From an optimization exercise on the open Yosys and OpenROAD flow, aimed at small area; shortcuts taken in it are not production practice.
Only simulation tests tie the RTL to the original design; equivalence was not proved.
No activity file was given, so power comes from the tool's default toggle rates.

[run.sh]
#!/bin/bash
# synth_recipe.tcl (not shown) runs the flow's synth.tcl, then flattens the netlist and writes it again
# the make line also repeats each setting of config.mk as NAME=value (left out here)
make -C /OpenROAD-flow-scripts/flow DESIGN_CONFIG=/design/flow/config.mk WORK_HOME=/design/flow/orfs CLKGATE_MAP_FILE= SYNTH_SCRIPT=/design/flow/synth_recipe.tcl finish
[config.mk]
export PLATFORM = sky130hd
export DESIGN_NAME = netsgp_fcs
export DESIGN_NICKNAME = netsgp_fcs
export VERILOG_FILES = /design/flow/design.v
export SDC_FILE = /design/flow/constraint.sdc
export NUM_CORES = 4
export LEC_CHECK = 0
export ABC_AREA = 1
export CAP_MARGIN = 20
export CELL_PAD_IN_SITES_DETAIL_PLACEMENT = 1
export CELL_PAD_IN_SITES_GLOBAL_PLACEMENT = 2
export CORE_MARGIN = 2
export CORE_UTILIZATION = 30
export PLACE_DENSITY = 0.45
export SLEW_MARGIN = 20
[constraint.sdc]
create_clock -name core_clock -period 40.0 [get_ports {clk}]
set_input_delay 8.0000 -clock core_clock [delete_from_list [all_inputs] [get_ports {clk}]]
set_output_delay 8.0000 -clock core_clock [all_outputs]
set_load 0.01 [all_outputs]
[design.v]
module netsgp_fcs (
    input             clk,
    input             rst,
    input             bus_en,
    input             bus_we,
    input      [7:0]  bus_addr,
    input      [1:0]  bus_size,      
    input      [31:0] bus_wdata,
    output reg [31:0] bus_rdata,
    output reg        bus_err,
    input             rx_valid,
    input      [7:0]  rx_data,
    output reg        tx_valid,
    output reg [7:0]  tx_data,
    input             tx_ready,
    input             ms_tick
);
    localparam [7:0] MAGIC      = 8'h43;
    localparam [7:0] CMD_STATUS = 8'hC0;
    localparam [7:0] CMD_CTRL   = 8'hC1;
    localparam [7:0] CMD_PGRADE = 8'hC3;
    localparam [2:0] ST_IDLE    = 3'd0;
    localparam [2:0] ST_FLUSH   = 3'd1;
    localparam [2:0] ST_TX      = 3'd2;
    localparam [2:0] ST_HUNT    = 3'd3;
    localparam [2:0] ST_COLLECT = 3'd4;
    localparam [2:0] ST_FINISH  = 3'd5;
    localparam [2:0] ST_PSCAN   = 3'd6;
    reg [3:0]   opc_q;
    reg         done_q, ok_q, rec_q, rx_ovf_q, rej_q;
    reg [2:0]   st_q;
    reg [7:0]   cmd_q, value_q, len_q, expect_q;
    reg [31:0]  devid_q;
    reg [15:0]  pattern_q;
    reg [31:0]  tmo_block_q, tmo_wait_q;
    reg [7:0]   csum_q;
    reg [4:0]   flen_q;
    reg [31:0]  now_q;
    reg [31:0]  r_devid_q, r_power_q, r_dc_q, r_ac_q;
    reg [7:0]   r_state_q, r_temp_q;
    reg         r_valid_q;
    reg [215:0] buf_q;           
    reg [511:0] fifo_q;          
    reg [6:0]   count_q;
    reg [31:0]  rem_q;           
    reg [4:0]   n_q;             
    reg [6:0]   kb_q;            
    reg [15:0]  lpat_q;          
    reg         m13_q;           
    wire busy = (st_q != ST_IDLE);
    wire mapped  = (bus_addr <= 8'h50 && bus_addr != 8'h3C) || (bus_addr >= 8'h80 && bus_addr <= 8'hE8);
    wire acc_err = bus_en && (bus_size != 2'd2 || bus_addr[1:0] != 2'b00 || !mapped);
    wire acc_ok  = bus_en && !acc_err;
    wire wr      = acc_ok && bus_we;
    wire [3:0] wopc = bus_wdata[3:0];
    wire wr_op    = wr && (bus_addr == 8'h00);
    wire wr_stat  = wr && (bus_addr == 8'h04);
    wire wr_buf   = wr && bus_addr[7];
    wire accept   = wr_op && !busy && (wopc < 4'hD);
    wire rej_set  = (wr_op && !accept) || (wr_buf && busy);
    wire a_nop  = accept && (wopc == 4'h0);
    wire a_enc  = accept && (wopc == 4'h1);
    wire a_chk  = accept && (wopc == 4'h2);
    wire a_val  = accept && (wopc == 4'h3);
    wire a_dec  = accept && (wopc == 4'h4);
    wire a_vack = accept && (wopc == 4'h5);
    wire a_send = accept && (wopc == 4'h6);
    wire a_fl   = accept && (wopc == 4'h7);
    wire a_recv = accept && (wopc == 4'h8);
    wire a_scan = accept && (wopc == 4'h9);
    wire a_get  = accept && (wopc == 4'hA);
    wire a_sv   = accept && (wopc == 4'hB);
    wire a_drn  = accept && (wopc == 4'hC);
    wire cmd_enc_ok = (cmd_q == CMD_STATUS) || (cmd_q == CMD_CTRL) || (cmd_q == CMD_PGRADE);
    wire cmd_sv_ok  = (cmd_q == CMD_CTRL) || (cmd_q == CMD_PGRADE);
    wire len_gt27   = (len_q > 8'd27);
    wire len_zero   = (len_q == 8'd0);
    wire len_lt2    = (len_q < 8'd2);
    wire in_flush   = (st_q == ST_FLUSH);
    wire in_tx      = (st_q == ST_TX);
    wire in_hunt    = (st_q == ST_HUNT);
    wire in_collect = (st_q == ST_COLLECT);
    wire in_finish  = (st_q == ST_FINISH);
    wire in_pscan   = (st_q == ST_PSCAN);
    wire op_get = (opc_q == 4'hA);
    wire op_sv  = (opc_q == 4'hB);
    wire op_fl  = (opc_q == 4'h7);
    wire       expd = (rem_q == 32'd0);
    wire [7:0] pk0  = fifo_q[7:0];
    wire [7:0] pk1  = fifo_q[15:8];
    wire tx_more   = (kb_q[4:0] < n_q);
    wire tx_offer  = in_tx && !tx_valid && tx_more;
    wire tx_end    = in_tx && !tx_valid && !tx_more;
    wire hunt_act  = in_hunt && !expd && (count_q >= 7'd2);
    wire hunt_hit  = hunt_act && (pk0 == lpat_q[7:0]) && (pk1 == lpat_q[15:8]);
    wire hunt_miss = hunt_act && !hunt_hit;
    wire col_act   = in_collect && !expd && (count_q != 7'd0);
    wire [4:0] flen_inc = flen_q + 5'd1;
    wire col_last  = col_act && (flen_inc == n_q);
    wire ps_low    = (kb_q < 7'd2);
    wire ps_hdr    = (pk0 == MAGIC) && (pk1 == CMD_STATUS);
    wire ps_skip   = in_pscan && !ps_low && !ps_hdr;
    wire ps_short  = in_pscan && !ps_low && ps_hdr && (kb_q < 7'd27);
    wire ps_move   = in_pscan && ps_hdr && (kb_q >= 7'd27);
    wire enc_we = (a_enc && cmd_enc_ok) || a_get || (a_sv && cmd_sv_ok);
    wire sb_en  = (wr_buf && !busy) || col_act;      
    wire [4:0] sb_idx = busy ? flen_q : bus_addr[6:2];
    wire [7:0] sb_d   = busy ? pk0 : bus_wdata[7:0];
    reg  [215:0] buf_n;
    reg  [215:0] enc_img;        
    wire [7:0]   s_lo;           
    integer i;
    always @* begin
        enc_img = 216'd0;
        enc_img[8*0  +: 8] = MAGIC;
        enc_img[8*1  +: 8] = wopc[0] ? cmd_q : CMD_STATUS;
        enc_img[8*6  +: 8] = devid_q[31:24];
        enc_img[8*7  +: 8] = devid_q[23:16];
        enc_img[8*8  +: 8] = devid_q[15:8];
        enc_img[8*9  +: 8] = devid_q[7:0];
        enc_img[8*13 +: 8] = wopc[0] ? value_q : 8'h00;
        for (i = 0; i < 27; i = i + 1) begin
            if (rst)
                buf_n[8*i +: 8] = 8'h00;
            else if (sb_en && sb_idx == i)
                buf_n[8*i +: 8] = sb_d;
            else if (ps_move || (hunt_hit && i < 2))
                buf_n[8*i +: 8] = fifo_q[8*i +: 8];
            else if (enc_we && i < 15)
                buf_n[8*i +: 8] = (i == 14) ? s_lo : enc_img[8*i +: 8];
            else
                buf_n[8*i +: 8] = buf_q[8*i +: 8];
        end
    end
    wire lenmode = a_chk || a_val;
    reg  [7:0] s_lo_r, s_hi_r;
    always @* begin
        s_lo_r = 8'd0;
        for (i = 0; i < 14; i = i + 1)
            if (!lenmode || len_q > i)
                s_lo_r = s_lo_r + buf_n[8*i +: 8];
        s_hi_r = 8'd0;
        for (i = 14; i < 27; i = i + 1)
            if (lenmode && len_q > i)
                s_hi_r = s_hi_r + buf_n[8*i +: 8];
    end
    assign s_lo = s_lo_r;
    wire [7:0] s_all   = s_lo_r + s_hi_r;
    wire       csum_ok = (s_lo_r == buf_n[8*14 +: 8]);
    wire       cmp13   = (buf_q[8*13 +: 8] == (busy ? pk0 : value_q));
    wire ps_good = ps_move && csum_ok;
    wire col_fail = in_collect && expd;
    wire hunt_fail = in_hunt && expd;
    wire a_cpl = a_nop || a_enc || a_chk || a_val || a_dec || a_vack ||
                 (a_send && (len_gt27 || len_zero)) ||
                 (a_recv && (len_gt27 || len_zero)) ||
                 (a_scan && (len_lt2 || len_gt27)) ||
                 (a_sv && !cmd_sv_ok);
    wire a_ok  = a_nop || (a_enc && cmd_enc_ok) || (a_chk && !len_gt27) ||
                 (a_val && !len_gt27 && s_all == expect_q) ||
                 (a_dec && csum_ok) || (a_vack && csum_ok && cmp13) ||
                 (a_send && len_zero) || (a_recv && len_zero);
    wire fin_ok = op_get ? csum_ok : op_sv ? (csum_ok && m13_q) : 1'b1;
    wire s_cpl = (in_flush && op_fl) || (tx_end && !op_get && !op_sv) ||
                 hunt_fail || col_fail || in_finish ||
                 (in_pscan && ps_low) || ps_short || ps_good;
    wire s_ok  = (in_flush && op_fl) || (tx_end && !op_get && !op_sv) ||
                 (in_finish && fin_ok) ||
                 (in_pscan && ps_low) || ps_short || ps_good;
    wire cpl    = a_cpl || s_cpl;
    wire cpl_ok = a_ok || s_ok;
    reg [2:0] st_n;
    always @* begin
        st_n = st_q;
        if (a_send)                         st_n = ST_TX;
        if (a_fl || a_get)                  st_n = ST_FLUSH;
        if (a_recv)                         st_n = ST_COLLECT;
        if (a_scan)                         st_n = ST_HUNT;
        if (a_sv)                           st_n = ST_TX;
        if (a_drn)                          st_n = ST_PSCAN;
        if (in_flush)                       st_n = ST_TX;
        if (tx_end)                         st_n = op_get ? ST_COLLECT : ST_HUNT;
        if (hunt_hit)                       st_n = (n_q == 5'd2) ? ST_FINISH : ST_COLLECT;
        if (col_last)                       st_n = ST_FINISH;
        if (cpl)                            st_n = ST_IDLE;
    end
    wire popall = in_flush || (in_finish && op_get);
    wire pop1   = hunt_miss || col_act || ps_skip;
    wire pop2   = hunt_hit;
    wire pop27  = ps_move;
    wire [6:0] pop_amt = pop27 ? 7'd27 : pop2 ? 7'd2 : pop1 ? 7'd1 : 7'd0;
    wire [6:0] cnt_after = popall ? 7'd0 : (count_q - pop_amt);
    wire push    = rx_valid && !cnt_after[6];
    wire ovf_set = rx_valid && cnt_after[6];
    wire m0  = !rst && !popall && !pop1 && !pop2 && !pop27;
    wire m1  = !rst && pop1;
    wire m2  = !rst && pop2;
    wire m27 = !rst && pop27;
    reg [511:0] fifo_n;
    reg [7:0]   f1, f2, f27;
    always @* begin
        for (i = 0; i < 64; i = i + 1) begin
            f1  = (i + 1  < 64) ? fifo_q[8*((i+1)  % 64) +: 8] : 8'h00;
            f2  = (i + 2  < 64) ? fifo_q[8*((i+2)  % 64) +: 8] : 8'h00;
            f27 = (i + 27 < 64) ? fifo_q[8*((i+27) % 64) +: 8] : 8'h00;
            fifo_n[8*i +: 8] = ({8{m0}}  & fifo_q[8*i +: 8]) |
                               ({8{m1}}  & f1) |
                               ({8{m2}}  & f2) |
                               ({8{m27}} & f27) |
                               ({8{!rst && push && cnt_after[5:0] == i}} & rx_data);
        end
    end
    reg [31:0] rd_v;
    always @* begin
        case (bus_addr)
            8'h00: rd_v = {28'd0, opc_q};
            8'h04: rd_v = {21'd0, st_q, 2'b00, rej_q, rx_ovf_q, rec_q, ok_q, done_q, busy};
            8'h08: rd_v = {24'd0, cmd_q};
            8'h0C: rd_v = devid_q;
            8'h10: rd_v = {24'd0, value_q};
            8'h14: rd_v = {24'd0, len_q};
            8'h18: rd_v = {24'd0, expect_q};
            8'h1C: rd_v = {16'd0, pattern_q};
            8'h20: rd_v = tmo_block_q;
            8'h24: rd_v = tmo_wait_q;
            8'h28: rd_v = {24'd0, csum_q};
            8'h2C: rd_v = {27'd0, flen_q};
            8'h30: rd_v = {25'd0, count_q};
            8'h34: rd_v = now_q;
            8'h38: rd_v = {24'd0, MAGIC};
            8'h40: rd_v = r_devid_q;
            8'h44: rd_v = r_power_q;
            8'h48: rd_v = r_dc_q;
            8'h4C: rd_v = r_ac_q;
            8'h50: rd_v = {15'd0, r_valid_q, r_temp_q, r_state_q};
            default: rd_v = {24'd0, buf_q[8*bus_addr[6:2] +: 8]};
        endcase
    end
    wire dec_en = a_dec || (in_finish && op_get) || ps_good;
    wire [31:0] tsel = wopc[0] ? tmo_wait_q : tmo_block_q;
    wire [31:0] rem_base = accept ? tsel : rem_q;
    wire rem_dec = ms_tick && (st_n == ST_HUNT || st_n == ST_COLLECT) && (rem_base != 32'd0);
    always @(posedge clk) begin
        if (rst) begin
            opc_q <= 4'd0; done_q <= 1'b0; ok_q <= 1'b0; rec_q <= 1'b0;
            rx_ovf_q <= 1'b0; rej_q <= 1'b0; st_q <= ST_IDLE;
            cmd_q <= 8'd0; value_q <= 8'd0; len_q <= 8'd0; expect_q <= 8'd0;
            devid_q <= 32'd0; pattern_q <= 16'hC043;
            tmo_block_q <= 32'd100; tmo_wait_q <= 32'd1000;
            csum_q <= 8'd0; flen_q <= 5'd0; now_q <= 32'd0;
            count_q <= 7'd0; r_valid_q <= 1'b0;
            tx_valid <= 1'b0; tx_data <= 8'd0;
            bus_rdata <= 32'd0; bus_err <= 1'b0;
        end else begin
            if (accept) opc_q <= wopc;
            if (cpl) begin done_q <= 1'b1; ok_q <= cpl_ok; end
            else if (accept) begin done_q <= 1'b0; ok_q <= 1'b0; end
            if (ps_good) rec_q <= 1'b1;
            else if (accept) rec_q <= 1'b0;
            if (ovf_set) rx_ovf_q <= 1'b1;
            else if (wr_stat && bus_wdata[4]) rx_ovf_q <= 1'b0;
            if (rej_set) rej_q <= 1'b1;
            else if (wr_stat && bus_wdata[5]) rej_q <= 1'b0;
            st_q <= st_n;
            if (wr && bus_addr == 8'h08) cmd_q <= bus_wdata[7:0];
            if (wr && bus_addr == 8'h0C) devid_q <= bus_wdata;
            if (wr && bus_addr == 8'h10) value_q <= bus_wdata[7:0];
            if (wr && bus_addr == 8'h14) len_q <= bus_wdata[7:0];
            if (wr && bus_addr == 8'h18) expect_q <= bus_wdata[7:0];
            if (wr && bus_addr == 8'h1C) pattern_q <= bus_wdata[15:0];
            if (wr && bus_addr == 8'h20) tmo_block_q <= bus_wdata;
            if (wr && bus_addr == 8'h24) tmo_wait_q <= bus_wdata;
            if (a_chk && !len_gt27) csum_q <= s_all;
            if (enc_we) flen_q <= 5'd15;
            else if ((a_recv && !len_gt27) || (a_scan && !len_lt2 && !len_gt27) || (tx_end && (op_get || op_sv))) flen_q <= 5'd0;
            else if (hunt_hit) flen_q <= 5'd2;
            else if (col_act) flen_q <= flen_inc;
            else if (ps_move) flen_q <= 5'd27;
            now_q <= now_q + {31'd0, ms_tick};
            count_q <= cnt_after + {6'd0, push};
            if (dec_en) r_valid_q <= csum_ok;
            else if (col_fail && op_get) r_valid_q <= 1'b0;
            tx_valid <= tx_offer || (tx_valid && !tx_ready);
            if (tx_offer) tx_data <= buf_q[8*kb_q[4:0] +: 8];
            if (bus_en) bus_rdata <= (acc_ok && !bus_we) ? rd_v : 32'd0;
            bus_err <= acc_err;
        end
    end
    always @(posedge clk) begin
        buf_q <= buf_n;
        fifo_q <= fifo_n;
        if (dec_en || rst) begin
            r_devid_q <= {buf_n[8*6 +: 8],  buf_n[8*7 +: 8],  buf_n[8*8 +: 8],  buf_n[8*9 +: 8]};
            r_power_q <= {buf_n[8*10 +: 8], buf_n[8*11 +: 8], buf_n[8*12 +: 8], buf_n[8*13 +: 8]};
            r_dc_q    <= {buf_n[8*17 +: 8], buf_n[8*18 +: 8], buf_n[8*15 +: 8], buf_n[8*16 +: 8]};
            r_ac_q    <= {buf_n[8*21 +: 8], buf_n[8*22 +: 8], buf_n[8*19 +: 8], buf_n[8*20 +: 8]};
            r_state_q <= buf_n[8*25 +: 8];
            r_temp_q  <= buf_n[8*26 +: 8];
        end
    end
    always @(posedge clk) begin
        rem_q <= rem_base - {31'd0, rem_dec};
        if (accept) begin
            n_q <= (wopc[3] && wopc[1]) ? 5'd15 : len_q[4:0];
            kb_q <= a_drn ? count_q : 7'd0;
            lpat_q <= wopc[1] ? {cmd_q, MAGIC} : pattern_q;
        end else begin
            if (tx_end && !opc_q[0]) n_q <= 5'd27;
            if (tx_offer) kb_q <= kb_q + 7'd1;
            else if (ps_skip) kb_q <= kb_q - 7'd1;
            else if (ps_move) kb_q <= kb_q - 7'd27;
        end
        if (col_act && flen_q == 5'd13) m13_q <= cmp13;
    end
endmodule
==> results of run 1 <==
-- synth_stat cells (all sizes together) (3+ instances only) --
master      n  area share (%)
nand4      60            0.58
o22ai     438             4.1
o21bai     32            0.36
clkbuf    503             2.8
a2111oi     7           0.091
o311ai     11            0.14
dfxtp    1011              30
edfxtp    173             7.7
o211ai    106             1.2
xor2       84             1.1
nand2    1451             8.3
clkinv     14           0.078
a31oi      37            0.34
o31ai       5           0.056
a32o        3           0.044
nor3       95            0.78
a21oi     743             5.5
nor2      716             4.1
or2        59            0.55
nor4       28            0.27
xnor2      64            0.84
fa         27            0.80
ha        200             3.7
a211oi     93             1.0
mux2i      22            0.33
nor3b       3           0.041
nand3b     32            0.36
o2111ai   122             1.6
o21ai     820             6.1
inv      1252             7.0
a41oi       9            0.12
nand3     302             2.4
a221oi    200             2.6
a22o       16            0.21
o221ai    271             3.5
and2       10           0.093
buf        51            0.42
o21a        3           0.033
a22oi      68            0.76
-- final cells by class --
| class | count | area (µm²) | share of cell area (%) |
|---|---|---|---|
| Inverter | 1266 | 4800 | 6.19 |
| Timing Repair Buffer | 328 | 2760 | 3.56 |
| Sequential cell | 1184 | 25400 | 32.8 |
| Multi-Input combinational cell | 6146 | 35500 | 45.8 |
| Clock inverter | 55 | 703 | 0.906 |
| Tap cell | 2992 | 3740 | 4.83 |
| Clock buffer | 227 | 4560 | 5.87 |
| Antenna cell | 29 | 72.6 | 0.0935 |
-- worst max path at each step --
stage / from / endpoint / slack [ps] / depth (start not counted)
finish: bus_addr[5] / ok_q / 5040 / 148
global route: bus_addr[5] / ok_q / 3060 / 155
CTS: bus_addr[5] / ok_q / 5320 / 138
detailed placement: bus_addr[5] / ok_q / 4510 / 148
global placement: bus_addr[5] / ok_q / 4640 / 146
floorplan: bus_addr[5] / ok_q / 9420 / 147
-- sequential cells by signal (all words and copies together), names as in the netlist, 16 cells and up --
signal,count
r_ac_q,32
r_devid_q,32
devid_q,32
r_dc_q,32
now_q,32
rem_q,32
pattern_q,16
tmo_wait_q,32
fifo_q,512
lpat_q,16
bus_rdata,32
r_power_q,32
tmo_block_q,32
buf_q,216
-- report_power, final --
| group | switching (µW) | internal [µW] | total [µW] |
|---|---|---|---|
| sequential | 35.9 | 1230 | 1260 |
| combinational | 187 | 45.3 | 232 |
| clock | 638 | 832 | 1470 |
| total | 861 | 2100 | 2960 |
-- worst max-delay path, delay by kind of cell --
kind	cells	cell delay (ps)
adders and majority gates	25	8730
buffers and inverters	21	2320
AOI/OAI and AO/OA	9	1610
and+or+nand+nor	79	12200
xor gates and xnor gates	14	2840
-- cell families after synthesis --
| logic type | count (synthesis) | synth area share (%) |
|---|---|---|
| AND/OR/NAND/NOR | 2758 | 17.5 |
| adder cells (fa/ha/maj) | 227 | 4.50 |
| multiplexers | 22 | 0.326 |
| flip-flops | 1184 | 37.6 |
| buffers and inverters | 1820 | 10.3 |
| XOR/XNOR | 148 | 1.93 |
| AO/OA/AOI/OAI | 2991 | 27.8 |
-- stage by stage --
stage               area, µm²  power [µW]  std cells  setup slack [ps]  utilization, %
floorplan               67600        1370       9150              9420               -
global placement        72100        1510      11912              4640            32.1
detailed placement      72200        1510      11914              4510            32.2
CTS                     77400        2980      12196              5320            34.5
global route            77500        3040      12204              3060            34.5
finish                  77600        2960      12227              5040            34.6
-- metal layers --
layer | up-vias | track usage (%) | share of wire [%]
li1 | 31951 | - | -
met1 | 36891 | 49.7 | 44
met2 | 2912 | 56.2 | 43
met3 | 701 | 5.23 | 6.6
met4 | 12 | 20.7 | 6.5
met5 | - | 0 | 0.016
==> qor.yml, run 1 <==
cts-resized-gates: 0
final_cell_mix: "nand2_1, inv_1, dfxtp_1"
ios: 99
drive_above_1_share_pct: 8.04
async_flop_share_pct: 0
path_max_fanout: 12
fin_nets: 9365
grt_pass1_vias: 70823
die_w_um: 479
cp_slowest_cell: "clkdlybuf4s50_1"
maxCapViolCount: 0
rsz0062_at_grt: "no"
finalWirelength_um: 436000
final_common_cell: "nand2_1"
worstReg2RegEnd: "ok_q"
clk_latency_ps: 870
slew_headroom_pct: 15.1
vias: 72467
setup_violations: 0
crit_path_start_kind: "primary input"
hold_end: "bus_rdata[2]"
cts_max_level: 4
powerDensity_nw_per_um2: 38.2
synth.ff_latch_count: 1184
skew_ps: 57.9
grt.overflow.total: 0
syn_area_um2: 67600
tightest_slew_ps: 1250
antenna_found_initial: 60
synth-seq-area-share_pct: 37.6
reg2reg_depth: 144
crit_top_cell: "nand2_1"
area_growth_pct: 14.8
yosysUniqueCellTypes: 73
clk_pin_slew_worst_paths_ps: 60
cts_buffer_depth: 3
drtIter0Drc: 7299
min_path_type: "flip-flop to flip-flop"
hp-start: "bus_rdata[2]"
place.gp.congestion: 0.987
leakagePower_uw: 0.0294
synth_cells: 9150
coreArea_um2: 224000
cts_buffers: 155
syn-num-nets: 9434
cp.arrival_ps: 35720
first_pass_iters: 6
yosys_warnings: 1
fill_cells: 27214
start_util_pct: 30.1
grt_util_all_layers_pct: 36.8
fmax_ghz: 0.0286
postCtsHoldBufs: 0
viasPerCell: 5.93
r2r_start: "st_q[1]"
slowest_delay_ps: 650
finalCritPeriodShare_pct: 87.4
finalSetupTns_ps: 0
drv_slew: 0
wl_per_cell_um: 35.6
synthFlopType: "dfxtp_1"
grt_start_max_net_pins: 177
min_path_cells: 2
clock_sinks: 1184
die-area_um2: 229000
postSynthAreaPerCell_um2: 7.39
die_h_um: 479
drt_drc_violations_left: 0
ff2ff_setup_slack_ps: 12520
critPathKind: "primary input to flip-flop"
place_hpwl_um: 335000
cp-end-kind: "flip-flop"
period_minus_slack_ps: 34960
required_ps: 40750
fin_worst_hold_slack_ps: 464
status: "timing/DRC/antenna clean"
grt_pass1_wl_um: 594000
ant_nets: 0
post-cts-setup-buffers: 0
synth_edf_count: 173
cts_tree: "yes"
io_buffers: 98
hold_viol: 0
fp-row-count: 174
ir_drop_mv: 0.0446
cts.root.buffer_cell: "clkbuf_16"
==> run 2: changes to the inputs <==
--- a/design.v
+++ b/design.v
@@ -48,6 +48,39 @@
     reg [15:0]  lpat_q;          
     reg         m13_q;           
     wire busy = (st_q != ST_IDLE);
+    function [7:0] add8(input [7:0] a, input [7:0] b);
+        reg c;
+        integer k;
+        begin
+            c = 1'b0;
+            for (k = 0; k < 8; k = k + 1) begin
+                add8[k] = a[k] ^ b[k] ^ c;
+                c = (a[k] & b[k]) | (c & (a[k] ^ b[k]));
+            end
+        end
+    endfunction
+    function [31:0] inc32(input [31:0] a, input ci);
+        reg c;
+        integer k;
+        begin
+            c = ci;
+            for (k = 0; k < 32; k = k + 1) begin
+                inc32[k] = a[k] ^ c;
+                c = a[k] & c;
+            end
+        end
+    endfunction
+    function [31:0] dec32(input [31:0] a, input bi);
+        reg b;
+        integer k;
+        begin
+            b = bi;
+            for (k = 0; k < 32; k = k + 1) begin
+                dec32[k] = a[k] ^ b;
+                b = ~a[k] & b;
+            end
+        end
+    endfunction
     wire mapped  = (bus_addr <= 8'h50 && bus_addr != 8'h3C) || (bus_addr >= 8'h80 && bus_addr <= 8'hE8);
     wire acc_err = bus_en && (bus_size != 2'd2 || bus_addr[1:0] != 2'b00 || !mapped);
     wire acc_ok  = bus_en && !acc_err;
@@ -137,15 +170,13 @@
     always @* begin
         s_lo_r = 8'd0;
         for (i = 0; i < 14; i = i + 1)
-            if (!lenmode || len_q > i)
-                s_lo_r = s_lo_r + buf_n[8*i +: 8];
+            s_lo_r = add8(s_lo_r, buf_n[8*i +: 8] & {8{!lenmode || len_q > i}});
         s_hi_r = 8'd0;
         for (i = 14; i < 27; i = i + 1)
-            if (lenmode && len_q > i)
-                s_hi_r = s_hi_r + buf_n[8*i +: 8];
+            s_hi_r = add8(s_hi_r, buf_n[8*i +: 8] & {8{lenmode && len_q > i}});
     end
     assign s_lo = s_lo_r;
-    wire [7:0] s_all   = s_lo_r + s_hi_r;
+    wire [7:0] s_all   = add8(s_lo_r, s_hi_r);
     wire       csum_ok = (s_lo_r == buf_n[8*14 +: 8]);
     wire       cmp13   = (buf_q[8*13 +: 8] == (busy ? pk0 : value_q));
     wire ps_good = ps_move && csum_ok;
@@ -276,7 +307,7 @@
             else if (hunt_hit) flen_q <= 5'd2;
             else if (col_act) flen_q <= flen_inc;
             else if (ps_move) flen_q <= 5'd27;
-            now_q <= now_q + {31'd0, ms_tick};
+            now_q <= inc32(now_q, ms_tick);
             count_q <= cnt_after + {6'd0, push};
             if (dec_en) r_valid_q <= csum_ok;
             else if (col_fail && op_get) r_valid_q <= 1'b0;
@@ -299,7 +330,7 @@
         end
     end
     always @(posedge clk) begin
-        rem_q <= rem_base - {31'd0, rem_dec};
+        rem_q <= dec32(rem_base, rem_dec);
         if (accept) begin
             n_q <= (wopc[3] && wopc[1]) ? 5'd15 : len_q[4:0];
             kb_q <= a_drn ? count_q : 7'd0;
--- a/config.mk
+++ b/config.mk
@@ -10,6 +10,8 @@
 export CELL_PAD_IN_SITES_DETAIL_PLACEMENT = 1
 export CELL_PAD_IN_SITES_GLOBAL_PLACEMENT = 2
 export CORE_MARGIN = 2
-export CORE_UTILIZATION = 30
-export PLACE_DENSITY = 0.45
+export CORE_UTILIZATION = 55
+export CTS_CLUSTER_DIAMETER = 100
+export CTS_CLUSTER_SIZE = 30
+export PLACE_DENSITY = 0.65
 export SLEW_MARGIN = 20
==> run 2 against run 1 <==
  * The flow now stops in 3_1_place_gp_skip_io
  * Area after synthesis decreased by 5.6%
  * Synthesized cell count decreased by 11%
==> qor.yml, run 2 <==
yosys.cell_count.top_type: "nand2_1"
synth_cells: 8162
die_w_um: 345
yosys_warnings: 1
yosysUniqueCellTypes: 73
synth-seq-area-share_pct: 39.9
fp-row-count: 124
die_h_um: 345
lastStage: "3_1_place_gp_skip_io"
synth.ff_latch_count: 1184
postSynthAreaPerCell_um2: 7.81
syn-num-nets: 8478
synth_commonest_cells: "nand2_1, inv_1, dfxtp_1"
yosysTopAreaCell: "dfxtp_1"
syn_area_um2: 63800
synth_top_area_share_pct: 31.7
first-error: "[ERROR GPL-0301] Utilization 106.660 % exceeds 100%."
status: "aborted with a tool error"
synthTopCellsByArea: "dfxtp_1, edfxtp_1, nand2_1"
async_flop_share_pct: 0
start_util_pct: 55.6
synth_edf_count: 173
synthFlopType: "dfxtp_1"
## run 2: logic make-up after synthesis
kind of cell | count (synthesis) | synth area share [%]
XOR/XNOR | 50 | 0.687
flip-flops | 1184 | 39.9
adder cells (fa/ha/maj) | 259 | 6.93
AND/OR/NAND/NOR | 2272 | 15.3
buffers and inverters | 1632 | 9.73
multiplexers | 1 | 0.0157
AO/OA/AOI/OAI | 2764 | 27.5
==> run 3: changes to the inputs <==
--- a/design.v
+++ b/design.v
@@ -86,8 +86,9 @@
     wire acc_ok  = bus_en && !acc_err;
     wire wr      = acc_ok && bus_we;
     wire [3:0] wopc = bus_wdata[3:0];
-    wire wr_op    = wr && (bus_addr == 8'h00);
-    wire wr_stat  = wr && (bus_addr == 8'h04);
+    wire [5:0] wa = bus_addr[7:2];
+    wire wr_op    = wr && (wa == 6'h00);
+    wire wr_stat  = wr && (wa == 6'h01);
     wire wr_buf   = wr && bus_addr[7];
     wire accept   = wr_op && !busy && (wopc < 4'hD);
     wire rej_set  = (wr_op && !accept) || (wr_buf && busy);
@@ -125,7 +126,8 @@
     wire tx_offer  = in_tx && !tx_valid && tx_more;
     wire tx_end    = in_tx && !tx_valid && !tx_more;
     wire hunt_act  = in_hunt && !expd && (count_q >= 7'd2);
-    wire hunt_hit  = hunt_act && (pk0 == lpat_q[7:0]) && (pk1 == lpat_q[15:8]);
+    wire [15:0] hpat = op_sv ? buf_q[15:0] : lpat_q;      
+    wire hunt_hit  = hunt_act && (pk0 == hpat[7:0]) && (pk1 == hpat[15:8]);
     wire hunt_miss = hunt_act && !hunt_hit;
     wire col_act   = in_collect && !expd && (count_q != 7'd0);
     wire [4:0] flen_inc = flen_q + 5'd1;
@@ -243,27 +245,27 @@
     end
     reg [31:0] rd_v;
     always @* begin
-        case (bus_addr)
-            8'h00: rd_v = {28'd0, opc_q};
-            8'h04: rd_v = {21'd0, st_q, 2'b00, rej_q, rx_ovf_q, rec_q, ok_q, done_q, busy};
-            8'h08: rd_v = {24'd0, cmd_q};
-            8'h0C: rd_v = devid_q;
-            8'h10: rd_v = {24'd0, value_q};
-            8'h14: rd_v = {24'd0, len_q};
-            8'h18: rd_v = {24'd0, expect_q};
-            8'h1C: rd_v = {16'd0, pattern_q};
-            8'h20: rd_v = tmo_block_q;
-            8'h24: rd_v = tmo_wait_q;
-            8'h28: rd_v = {24'd0, csum_q};
-            8'h2C: rd_v = {27'd0, flen_q};
-            8'h30: rd_v = {25'd0, count_q};
-            8'h34: rd_v = now_q;
-            8'h38: rd_v = {24'd0, MAGIC};
-            8'h40: rd_v = r_devid_q;
-            8'h44: rd_v = r_power_q;
-            8'h48: rd_v = r_dc_q;
-            8'h4C: rd_v = r_ac_q;
-            8'h50: rd_v = {15'd0, r_valid_q, r_temp_q, r_state_q};
+        case (wa)
+            6'h00: rd_v = {28'd0, opc_q};
+            6'h01: rd_v = {21'd0, st_q, 2'b00, rej_q, rx_ovf_q, rec_q, ok_q, done_q, busy};
+            6'h02: rd_v = {24'd0, cmd_q};
+            6'h03: rd_v = devid_q;
+            6'h04: rd_v = {24'd0, value_q};
+            6'h05: rd_v = {24'd0, len_q};
+            6'h06: rd_v = {24'd0, expect_q};
+            6'h07: rd_v = {16'd0, pattern_q};
+            6'h08: rd_v = tmo_block_q;
+            6'h09: rd_v = tmo_wait_q;
+            6'h0A: rd_v = {24'd0, csum_q};
+            6'h0B: rd_v = {27'd0, flen_q};
+            6'h0C: rd_v = {25'd0, count_q};
+            6'h0D: rd_v = now_q;
+            6'h0E: rd_v = {24'd0, MAGIC};
+            6'h10: rd_v = r_devid_q;
+            6'h11: rd_v = r_power_q;
+            6'h12: rd_v = r_dc_q;
+            6'h13: rd_v = r_ac_q;
+            6'h14: rd_v = {15'd0, r_valid_q, r_temp_q, r_state_q};
             default: rd_v = {24'd0, buf_q[8*bus_addr[6:2] +: 8]};
         endcase
     end
@@ -293,14 +295,14 @@
             if (rej_set) rej_q <= 1'b1;
             else if (wr_stat && bus_wdata[5]) rej_q <= 1'b0;
             st_q <= st_n;
-            if (wr && bus_addr == 8'h08) cmd_q <= bus_wdata[7:0];
-            if (wr && bus_addr == 8'h0C) devid_q <= bus_wdata;
-            if (wr && bus_addr == 8'h10) value_q <= bus_wdata[7:0];
-            if (wr && bus_addr == 8'h14) len_q <= bus_wdata[7:0];
-            if (wr && bus_addr == 8'h18) expect_q <= bus_wdata[7:0];
-            if (wr && bus_addr == 8'h1C) pattern_q <= bus_wdata[15:0];
-            if (wr && bus_addr == 8'h20) tmo_block_q <= bus_wdata;
-            if (wr && bus_addr == 8'h24) tmo_wait_q <= bus_wdata;
+            if (wr && wa == 6'h02) cmd_q <= bus_wdata[7:0];
+            if (wr && wa == 6'h03) devid_q <= bus_wdata;
+            if (wr && wa == 6'h04) value_q <= bus_wdata[7:0];
+            if (wr && wa == 6'h05) len_q <= bus_wdata[7:0];
+            if (wr && wa == 6'h06) expect_q <= bus_wdata[7:0];
+            if (wr && wa == 6'h07) pattern_q <= bus_wdata[15:0];
+            if (wr && wa == 6'h08) tmo_block_q <= bus_wdata;
+            if (wr && wa == 6'h09) tmo_wait_q <= bus_wdata;
             if (a_chk && !len_gt27) csum_q <= s_all;
             if (enc_we) flen_q <= 5'd15;
             else if ((a_recv && !len_gt27) || (a_scan && !len_lt2 && !len_gt27) || (tx_end && (op_get || op_sv))) flen_q <= 5'd0;
@@ -334,7 +336,7 @@
         if (accept) begin
             n_q <= (wopc[3] && wopc[1]) ? 5'd15 : len_q[4:0];
             kb_q <= a_drn ? count_q : 7'd0;
-            lpat_q <= wopc[1] ? {cmd_q, MAGIC} : pattern_q;
+            lpat_q <= pattern_q;
         end else begin
             if (tx_end && !opc_q[0]) n_q <= 5'd27;
             if (tx_offer) kb_q <= kb_q + 7'd1;
==> flow/run.sh (new file) <==
#!/bin/bash
set -uo pipefail
HERE=$(pwd)

rm -rf "$HERE/scripts_area"
cp -r "$FLOW_HOME/scripts" "$HERE/scripts_area"
cp "$HERE/flow/abc_area.script" "$HERE/scripts_area/abc_area.script"

bash standard.sh SCRIPTS_DIR="$HERE/scripts_area" ABC_AREA=1 synth > "$HERE/synth.log" 2>&1 || { tail -50 "$HERE/synth.log"; exit 1; }

CSZ=$(sed -n 's/^export CTS_CLUSTER_SIZE *= *//p' config.mk)
CDI=$(sed -n 's/^export CTS_CLUSTER_DIAMETER *= *//p' config.mk)
CTS="-sink_clustering_enable -repair_clock_nets -dont_use_dummy_load"
[ -n "$CSZ" ] && CTS="$CTS -sink_clustering_size $CSZ"
[ -n "$CDI" ] && CTS="$CTS -sink_clustering_max_diameter $CDI"

bash standard.sh CTS_ARGS="$CTS" BUFFER_PORTS_ARGS="-buffer_cell sky130_fd_sc_hd__buf_1" > "$HERE/layout.log" 2>&1 || { tail -50 "$HERE/layout.log"; exit 1; }
==> flow/abc_area.script (new file) <==
&get -n
&st
&syn4
&dch -f
&nf -R 1000 -p -F 10 -A 10 -C 32
&put
topo
stime -c
==> standard.sh (new file) <==
#!/bin/bash
# synth_recipe.tcl (not shown) runs the flow's synth.tcl, then flattens the netlist and writes it again
# the make line also repeats each setting of config.mk as NAME=value (left out here)
make -C /OpenROAD-flow-scripts/flow DESIGN_CONFIG=/design/flow/config.mk WORK_HOME=/design/flow/orfs CLKGATE_MAP_FILE= SYNTH_SCRIPT=/design/flow/synth_recipe.tcl "${@:-finish}"
==> config.mk (replaced) <==
export PLATFORM = sky130hd
export DESIGN_NAME = netsgp_fcs
export DESIGN_NICKNAME = netsgp_fcs
export VERILOG_FILES = /design/flow/design.v
export SDC_FILE = /design/flow/constraint.sdc
export NUM_CORES = 4
export LEC_CHECK = 0
export ABC_AREA = 1
export CAP_MARGIN = 10
export CELL_PAD_IN_SITES_DETAIL_PLACEMENT = 1
export CELL_PAD_IN_SITES_GLOBAL_PLACEMENT = 2
export CORE_MARGIN = 2
export CORE_UTILIZATION = 30
export CTS_CLUSTER_DIAMETER = 80
export CTS_CLUSTER_SIZE = 20
export PLACE_DENSITY = 0.5
export SLEW_MARGIN = 10
removed: run.sh
==> run 3 against run 2 <==
  * The run now finishes clean
  * Synthesized cell count is 29% lower
  * Area after synthesis is 12% lower
==> qor.yml, run 3 <==
status: "timing/DRC/antenna clean"
yosys.cell_count.top_type: "nand2_1"
viasPerCell: 6.54
grt_start_max_net_pins: 205
p_total_uw: 2460
place_hpwl_um: 277000
synthTopCellsByArea: "dfxtp_1, a222oi_1, edfxtp_1"
clk_pin_slew_worst_paths_ps: 70
critPathBufInv: 5
grt_pass1_vias: 54784
synth.ff_latch_count: 1184
cts_max_level: 3
slew_headroom_pct: 11.5
wl_per_cell_um: 41.6
synth-compound-area-share_pct: 25.7
hold_viol: 0
synth-simple-area-share_pct: 17.6
cp.arrival_ps: 32070
drtIter0Drc: 10934
die-area_um2: 190000
finalSetupTns_ps: 0
cts_buffer_depth: 3
syn_area_um2: 55900
finalWirelength_um: 365000
fmax_ghz: 0.0318
yosysUniqueCellTypes: 60
crit_top_cell: "ha_1"
start_util_pct: 30.2
yosys_warnings: 1
post-cts-setup-buffers: 0
leakagePower_uw: 0.0232
postCtsHoldBufs: 0
skew_ps: 109
fin_area_um2: 64600
synth_xor_xnor_area_share_pct: 1.66
path_max_fanout: 19
place.gp.congestion: 1.02
synth_top_family_by_area: "compound AO/OA/AOI/OAI gates"
required_ps: 40630
finalCritPeriodShare_pct: 78.6
crit_family: "adder cells"
multi_input_area_um2: 30100
fill_cells: 21163
drt_drc_violations_left: 0
synth_edf_count: 173
cts_buffers: 112
final_common_cell: "nand2_1"
ir_drop_mv: 0.0306
cts.root.buffer_cell: "clkbuf_16"
min_path_type: "flip-flop to flip-flop"
critPathKind: "primary input to flip-flop"
crit_path_start_kind: "primary input"
grt.overflow.total: 0
drive_above_1_share_pct: 7.21
synth_fa_ha_area_share_pct: 7.91
die_w_um: 436
yosysTopAreaCell: "dfxtp_1"
cts-resized-gates: 0
coreArea_um2: 185000
synth-seq-area-share_pct: 45.5
fin_nets: 6591
largest_reg_flops: 512
synth_commonest_cells: "nand2_1, dfxtp_1, a222oi_1"
synth_cells: 5785
synth_top_area_share_pct: 36.2
pre_cts_ws_ps: 8160
vias: 57360
ff2ff_setup_slack_ps: 16360
first_pass_iters: 14
ant_nets: 0
cp-end-kind: "flip-flop"
drv_slew: 0
area_growth_pct: 15.7
synth.area.mux_share_pct: 0.466
synthFlopType: "dfxtp_1"
final_cell_mix: "nand2_1, dfxtp_1, a222oi_1"
rsz0062_at_grt: "no"
cp_slowest_cell: "and3_1"
grt_util_all_layers_pct: 37.2
setup_ws_ps: 8570
setup_violations: 0
async_flop_share_pct: 0
grt_pass1_wl_um: 493000
ios: 99
cts_tree: "yes"
maxCapViolCount: 0
clock_sinks: 1184
post_dp_cell_area_um2: 61800
die_h_um: 436
clk_latency_ps: 830
syn-num-nets: 6101
tightest_slew_ps: 1320
slowest_delay_ps: 850
register_area_um2: 25400
postSynthAreaPerCell_um2: 9.66
largest_registers: "fifo_q x512, buf_q x216"
powerDensity_nw_per_um2: 38.0
regMostFlops: "fifo_q"
fp-row-count: 158
period_minus_slack_ps: 31430
io_buffers: 98
antenna_found_initial: 40
run 3: cell count changes after synthesis, moves of 285 or more:
cell      change
clkbuf_1    -498
nor2_1      -463
inv_1      -1025
a222oi_1    +633
o21ai_0     -491
a21oi_1     -508
o22ai_1     -285
run 3: routing by layer:
metal | up-vias | GRT usage (%) | wire length (µm)
li1 | 23861 | - | -
met1 | 29924 | 50.5 | 154000
met2 | 2978 | 56.2 | 158000
met3 | 583 | 5.79 | 29100
met4 | 14 | 20.8 | 24600
met5 | - | 0 | 93
run 3: worst paths after layout:
path	startpoint	endpoint	cells past startpoint
worst max-delay path	bus_addr[5]	rem_q[31]	86
worst min-delay path	tx_data[4]	tx_data[4]	2
worst max register to register	rem_q[26]	rem_q[31]	84
worst min register to register	tx_data[4]	tx_data[4]	2
run 3: where the power goes:
part           switching, µW  leakage, µW  internal, µW  total [µW]
Sequential              35.9      0.00990          1230        1260
Clock                    496      0.00138           487         983
Combinational            166       0.0119          47.6         214
Total                    698       0.0232          1760        2460
run 3: worst min-delay path: stages, from the launching register on:
cell	delay, ps
dfxtp_1	320
nand2_1	50
nand2_1	40
run 3: cell type report:
cell class,instances,area share [%]
timing repair buffer,376,3.93
inverter,174,1.01
antenna,13,0.0503
tap,2480,4.80
sequential,1184,39.4
multi-input combinational,4427,46.5
clock buffer,112,4.34
run 3: through the flow:
| stage | utilization (%) | instances | hold slack (ps) |
|---|---|---|---|
| floorplan | - | 5785 | 425 |
| global placement | 33.3 | 8638 | 428 |
| detailed placement | 33.4 | 8640 | 437 |
| CTS | 34.9 | 8752 | 448 |
| global route | 34.9 | 8761 | 466 |
| finish | 34.9 | 8766 | 443 |
run 3: kinds of logic (layout without fill, tap and decap cells):
logic type / count (synthesis) / in the layout
AOI/OAI and AO/OA: 1778 / 1778
xor gates and xnor gates: 106 / 106
adders and majority gates: 259 / 259
buffers and inverters: 174 / 662
DFF: 1184 / 1184
muxes: 26 / 26
other: 0 / 13
and+or+nand+nor: 2258 / 2258
==> run 4: changes to the inputs <==
--- a/flow/run.sh
+++ b/flow/run.sh
@@ -10,7 +10,9 @@
 
 CSZ=$(sed -n 's/^export CTS_CLUSTER_SIZE *= *//p' config.mk)
 CDI=$(sed -n 's/^export CTS_CLUSTER_DIAMETER *= *//p' config.mk)
+CBL=$(sed -n 's/^export CTS_BUF_LIST *= *//p' config.mk)
 CTS="-sink_clustering_enable -repair_clock_nets -dont_use_dummy_load"
+[ -n "$CBL" ] && CTS="$CTS -buf_list {$CBL}"
 [ -n "$CSZ" ] && CTS="$CTS -sink_clustering_size $CSZ"
 [ -n "$CDI" ] && CTS="$CTS -sink_clustering_max_diameter $CDI"
 
--- a/config.mk
+++ b/config.mk
@@ -6,12 +6,13 @@
 export NUM_CORES = 4
 export LEC_CHECK = 0
 export ABC_AREA = 1
-export CAP_MARGIN = 10
+export CAP_MARGIN = 20
 export CELL_PAD_IN_SITES_DETAIL_PLACEMENT = 1
 export CELL_PAD_IN_SITES_GLOBAL_PLACEMENT = 2
 export CORE_MARGIN = 2
 export CORE_UTILIZATION = 30
-export CTS_CLUSTER_DIAMETER = 80
-export CTS_CLUSTER_SIZE = 20
+export CTS_BUF_LIST = sky130_fd_sc_hd__clkbuf_4
+export CTS_CLUSTER_DIAMETER = 60
+export CTS_CLUSTER_SIZE = 7
 export PLACE_DENSITY = 0.5
-export SLEW_MARGIN = 10
+export SLEW_MARGIN = 20
==> run 4 against run 3 <==
  * Area after synthesis stayed put
  * First-iteration DRC count is 1.5% lower
  * Synthesized cell count stayed put
  * Routed wire length is 0.37% higher
  * Combinational power hardly changed
==> qor.yml, run 4 <==
cts.root.buffer_cell: "clkbuf_4"
yosysTopAreaCell: "dfxtp_1"
worstReg2RegEnd: "rem_q[31]"
largest_reg_flops: 512
fmax_ghz: 0.0324
fin_nets: 6675
drtIter0Drc: 10772
viasPerCell: 6.55
status: "timing/DRC/antenna clean"
p_total_uw: 2170
synth_edf_count: 173
period_minus_slack_ps: 30870
postCtsHoldBufs: 0
yosys.cell_count.top_type: "nand2_1"
grt_util_all_layers_pct: 37.4
crit_path_start_kind: "primary input"
powerDensity_nw_per_um2: 34.3
cts_max_level: 4
die_h_um: 436
startpoint: "bus_addr[5]"
final_common_cell: "nand2_1"
synth-seq-area-share_pct: 45.5
cts_buffers: 197
min_path_type: "flip-flop to flip-flop"
instances_no_fill: 8862
rsz0062_at_grt: "no"
synth_cells: 5785
synth_top_family_by_area: "compound AO/OA/AOI/OAI gates"
yosys_warnings: 1
synth_top_area_share_pct: 36.2
fp-row-count: 158
final_cell_mix: "nand2_1, dfxtp_1, a222oi_1"
clock_sinks: 1184
min_path_cells: 2
syn_area_um2: 55900
ios: 99
grt.overflow.total: 0
critPathKind: "primary input to flip-flop"
start_util_pct: 30.2
cts_buffer_depth: 3
coreArea_um2: 185000
reg2reg_depth: 84
grt_util_met1_pct: 50.6
cts_tree: "yes"
leakagePower_uw: 0.0227
ant_nets: 0
async_flop_share_pct: 0
drv_slew: 0
fill_cells: 21418
clk_latency_ps: 1330
required_ps: 41170
grtUsageMet2_pct: 56.2
r2r_start: "rem_q[26]"
vias: 58038
postSynthAreaPerCell_um2: 9.66
die-area_um2: 190000
antenna_found_initial: 40
place_hpwl_um: 277000
ir_drop_mv: 0.0212
finish.utilization_pct: 34.2
clk_pin_slew_worst_paths_ps: 90
hold_viol: 0
finalSetupTns_ps: 0
met3_usage_pct: 6.07
synthTopCellsByArea: "dfxtp_1, a222oi_1, edfxtp_1"
synth-simple-area-share_pct: 17.6
finalCritPeriodShare_pct: 77.2
syn-num-nets: 6101
cp_slowest_cell: "and3_1"
maxCapViolCount: 0
post-cts-setup-buffers: 0
path_max_fanout: 19
setup_violations: 0
place_inst: 8640
skew_ps: 84.3
cp.arrival_ps: 32030
grt_pass1_vias: 55553
tightest_slew_ps: 1280
synth_xor_xnor_area_share_pct: 1.66
synth.ff_latch_count: 1184
slew_headroom_pct: 14.8
first_pass_iters: 12
fin_worst_hold_slack_ps: 444
synth.area.mux_share_pct: 0.466
synth_commonest_cells: "nand2_1, dfxtp_1, a222oi_1"
busiest_layer: "met2"
ff2ff_setup_slack_ps: 16490
grt_pass1_wl_um: 495000
area_growth_pct: 13.4
die_w_um: 436
finalWirelength_um: 366000
wl_per_cell_um: 41.3
drt_drc_violations_left: 0
largest_registers: "fifo_q x512, buf_q x216"
synth_fa_ha_area_share_pct: 7.91
synthFlopType: "dfxtp_1"
place.gp.congestion: 1.02
yosysUniqueCellTypes: 60
crit_top_cell: "ha_1"
drive_above_1_share_pct: 8.49
regMostFlops: "fifo_q"
slowest_delay_ps: 890
grt_start_max_net_pins: 205
hp-start: "tx_data[7]"
io_buffers: 98
synth-compound-area-share_pct: 25.7
cts-resized-gates: 0
hold_end: "tx_data[7]"
cp-end-kind: "flip-flop"
-- run 4: cell families (layout without fill, tap and decap cells) --
logic type,Yosys count,in the layout
xor+xnor,106,106
mux,26,26
flops,1184,1184
simple gates,2258,2258
fa+ha+maj,259,259
compound gates,1778,1778
other cells,0,25
buf+inv,174,746
-- run 4: metal layers --
metal | part of all wire [%] | routed length, µm
met1 | 42 | 153000
met2 | 43 | 159000
met3 | 8.2 | 29900
met4 | 6.7 | 24500
met5 | 0.016 | 60
-- run 4: critical path: cells and delay by family --
kind	cells	cell delay [ps]
fa+ha+maj	50	14600
compound gates	8	2030
buf+inv	3	300
simple gates	13	5120
xor+xnor	10	1920
-- run 4: through the flow --
stage                     setup WS, ps  instance area, µm²
final                             9130               63300
after global routing              8330               63300
after CTS                         9620               63300
after detailed placement          8230               61800
after global placement            8530               61800
after floorplan                    515               55900
-- run 4: how the worst max path moves through the flow --
stage / cells after the start / to
floorplan: 75 / rem_q[31]
global placement: 86 / rem_q[31]
detailed placement: 86 / rem_q[31]
CTS: 86 / rem_q[31]
global route: 86 / rem_q[31]
finish: 84 / rem_q[31]
-- run 4: final cells by class --
class	count	area [µm²]	share of cell area (%)
multi-input combinational	4427	30100	47.5
sequential	1184	25400	40.1
tap	2480	3100	4.90
timing repair buffer	375	2530	4.00
clock buffer	197	1480	2.33
inverter	174	653	1.03
antenna	25	62.6	0.0988
-- run 4: power by group --
group          leakage [µW]  internal (µW)  total, µW  switching, µW
combinational        0.0119           47.6        214            167
sequential          0.00990           1220       1260           35.7
clock              0.000906            223        699            476
total                0.0227           1500       2170            678
==> run 5: changes to the inputs <==
==> flow/run.sh (replaced) <==
#!/bin/bash
set -uo pipefail
HERE=$(pwd)

rm -rf "$HERE/scripts_area"
cp -r "$FLOW_HOME/scripts" "$HERE/scripts_area"
cp "$HERE/flow/abc_area.script" "$HERE/scripts_area/abc_area.script"

PDU=$(make -s -C "$FLOW_HOME" DESIGN_CONFIG="$HERE/config.mk" WORK_HOME="$HERE/orfs" print-DONT_USE_CELLS 2>/dev/null | sed -n 's/^DONT_USE_CELLS: *//p')
[ -n "$PDU" ] || { echo "could not read the platform's DONT_USE_CELLS"; exit 1; }
DU="$PDU sky130_fd_sc_hd__o21ai_0 sky130_fd_sc_hd__and2_0 sky130_fd_sc_hd__or2_0 sky130_fd_sc_hd__a21boi_0 sky130_fd_sc_hd__o311ai_0"
echo "DONT_USE_CELLS=$DU" > "$HERE/dont_use.log"

bash standard.sh SCRIPTS_DIR="$HERE/scripts_area" ABC_AREA=1 DONT_USE_CELLS="$DU" synth > "$HERE/synth.log" 2>&1 || { tail -50 "$HERE/synth.log"; exit 1; }

CSZ=$(sed -n 's/^export CTS_CLUSTER_SIZE *= *//p' config.mk)
CDI=$(sed -n 's/^export CTS_CLUSTER_DIAMETER *= *//p' config.mk)
CBL=$(sed -n 's/^export CTS_BUF_LIST *= *//p' config.mk)
CTS="-sink_clustering_enable -repair_clock_nets -dont_use_dummy_load"
[ -n "$CBL" ] && CTS="$CTS -buf_list {$CBL}"
[ -n "$CSZ" ] && CTS="$CTS -sink_clustering_size $CSZ"
[ -n "$CDI" ] && CTS="$CTS -sink_clustering_max_diameter $CDI"

bash standard.sh DONT_USE_CELLS="$DU" CTS_ARGS="$CTS" BUFFER_PORTS_ARGS="-buffer_cell sky130_fd_sc_hd__buf_1" > "$HERE/layout.log" 2>&1 || { tail -50 "$HERE/layout.log"; exit 1; }
==> run 5 against run 4 <==
  * Critical path depth grew 4
  * Cell area shrank 0.52%
  * First-iteration DRC count is 3.0% lower
  * Final cell count shrank 0.54%
  * Largest cell class unchanged
==> qor.yml, run 5 <==
yosys.cell_count.top_type: "nand2_1"
final_cell_mix: "nand2_1, dfxtp_1, a222oi_1"
cp.arrival_ps: 31560
viasPerCell: 6.52
clk_pin_slew_worst_paths_ps: 80
path_max_fanout: 35
antenna_found_initial: 31
leakagePower_uw: 0.0225
p_total_uw: 2170
hold_viol: 0
crit_path_start_kind: "primary input"
min_path_type: "flip-flop to flip-flop"
place_hpwl_um: 272000
synth_top_area_share_pct: 36.2
place.gp.congestion: 1.02
clk_latency_ps: 1370
cts_max_level: 4
yosysUniqueCellTypes: 60
postSynthAreaPerCell_um2: 9.66
drv_slew: 0
cts.root.buffer_cell: "clkbuf_4"
ir_drop_mv: 0.0205
area_growth_pct: 12.8
start_util_pct: 30.2
die-area_um2: 190000
grt_start_max_net_pins: 198
p_seq_share_pct: 58.2
cts_tree: "yes"
die_h_um: 436
first_pass_iters: 14
tightest_slew_ps: 1200
switchingPower_uw: 680
cp-end-kind: "flip-flop"
swShare_pct: 31.3
fmax_ghz: 0.0329
grt_pass1_wl_um: 486000
clock_sinks: 1184
coreArea_um2: 185000
grt_util_all_layers_pct: 36.6
regMostFlops: "fifo_q"
synth_cells: 5785
cts_buffers: 198
final_common_cell: "nand2_1"
powerDensity_nw_per_um2: 34.5
setup_violations: 0
die_w_um: 436
largest_registers: "fifo_q x512, buf_q x216"
cp_slowest_cell: "nor4_1"
synthTopCellsByArea: "dfxtp_1, a222oi_1, edfxtp_1"
crit_top_cell: "ha_1"
pwr-share-clk_pct: 32.3
status: "timing/DRC/antenna clean"
combinationalPowerShare_pct: 9.5
slowest_delay_ps: 700
synth.ff_latch_count: 1184
rsz0062_at_grt: "no"
io_buffers: 98
synth_edf_count: 173
postCtsHoldBufs: 0
grt_pass1_vias: 55231
vias: 57475
fin_worst_hold_slack_ps: 444
largest_reg_flops: 512
slew_headroom_pct: 19.7
ios: 99
cts-resized-gates: 0
wl_per_cell_um: 40.8
syn-num-nets: 6101
finalWirelength_um: 359000
fp-row-count: 158
drive_above_1_share_pct: 7.76
fin_nets: 6629
grt.overflow.total: 0
yosys_warnings: 1
finalSetupTns_ps: 0
required_ps: 41200
period_minus_slack_ps: 30360
synthFlopType: "dfxtp_1"
drt_drc_violations_left: 0
maxCapViolCount: 0
cts_buffer_depth: 3
internal_power_uw: 1490
skew_ps: 131
post-cts-setup-buffers: 0
ant_nets: 0
async_flop_share_pct: 0
critPathKind: "primary input to flip-flop"
finalCritPeriodShare_pct: 75.9
yosysTopAreaCell: "dfxtp_1"
synth_commonest_cells: "nand2_1, dfxtp_1, a222oi_1"
drtIter0Drc: 10449
synth-seq-area-share_pct: 45.5
syn_area_um2: 55900
[run 5: cell count changes after synthesis, moves of 11 or more]
cell and change:
o21ai_1 +298, or2_0 -11, or2_1 +11, and2_1 +83, and2_0 -83, o21ai_0 -298
[run 5: cell type report]
type / count / area [µm²]
Inverter: 174 / 653
Fill cell: 21296 / 122000
Sequential cell: 1184 / 25400
Multi-Input combinational cell: 4427 / 30100
Antenna cell: 23 / 57.6
Clock buffer: 198 / 1490
Tap cell: 2480 / 3100
Timing Repair Buffer: 328 / 2210
[run 5: final timing paths]
check        cells past startpoint    endpoint   startpoint  slack, ps
max                             88   rem_q[31]  bus_addr[3]       9640
min                              2  tx_data[2]   tx_data[2]        440
max reg2reg                     82   rem_q[31]      st_q[0]      16760
min reg2reg                      2  tx_data[2]   tx_data[2]        440
[run 5: stage by stage]
stage	util, %	instance area (µm²)	setup slack, ps	std cells
floorplan	-	55900	443	5785
global placement	33.2	61400	8890	8592
detailed placement	33.2	61500	8480	8593
CTS	34.0	62900	9940	8791
global route	34.0	63000	8740	8799
finish	34.0	63000	9640	8814
[run 5: critical path: cells and delay by family]
family	cells	cell delay, ps
adders and majority gates	50	14600
and+or+nand+nor	11	3170
AOI/OAI and AO/OA	9	2280
xor gates and xnor gates	10	1990
buffers and inverters	8	1440
[run 5: kinds of logic after synthesis]
logic type / after synthesis / synth area share [%]
AND/OR/NAND/NOR: 2258 / 17.6
adder cells (fa/ha/maj): 259 / 7.91
XOR/XNOR: 106 / 1.66
AO/OA/AOI/OAI: 1778 / 25.7
flip-flops: 1184 / 45.5
multiplexers: 26 / 0.466
buffers and inverters: 174 / 1.17
[run 5: power groups by stage]
| stage | clock network (µW) | registers [µW] | logic [µW] |
|---|---|---|---|
| 6_report | 702 | 1260 | 207 |
| 5_1_grt | 765 | 1260 | 212 |
| 4_1_cts | 722 | 1260 | 199 |
| 3_5_place_dp | 0 | 1290 | 198 |
| 3_3_place_gp | 0 | 1290 | 197 |
| 2_1_floorplan | 0 | 1270 | 76.8 |
[run 5: layer usage]
metal | vias to the layer above | part of all wire, % | global-route usage [%]
met3 | 604 | 8.4 | 6.96
met1 | 29814 | 42 | 49.5
met4 | 10 | 6.6 | 20.5
met2 | 3057 | 43 | 54.7
li1 | 23990 | - | -
met5 | - | 0.019 | 0

[what the ideal ports hide]
The flow's constraints put no driver on any port. The routed layouts listed below were extracted and timed again, unchanged, in two steps.
Step 1, drivers: a clkbuf_16 drives clk and a buf_2 each remaining input, both assumed.
Step 2, shift: input delay + t, output delay - t, t = (earliest + latest rising clock arrival at the registers) / 2. This alone moves slack from input paths to output paths.
Three values: ideal, step 1, step 2; two values: the first two.
run	t, ns	setup WS [ns]	worst register clock-pin slew, ns	worst data-port slew with drivers (ns)
run 1	0.935	5.035 / 5.007 / 4.071	0.07 / 0.07	0.20
run 3	0.863	8.567 / 8.635 / 7.772	0.09 / 0.09	0.07
run 4	1.377	9.132 / 9.194 / 7.816	0.11 / 0.11	0.07
run 5	1.390	9.642 / 9.704 / 8.313	0.11 / 0.11	0.07
After both steps setup and hold are still met in every run listed. For run 5, which loses most, drivers alone change the setup slack by +0.062 ns; drivers and shift together by -1.329 ns.
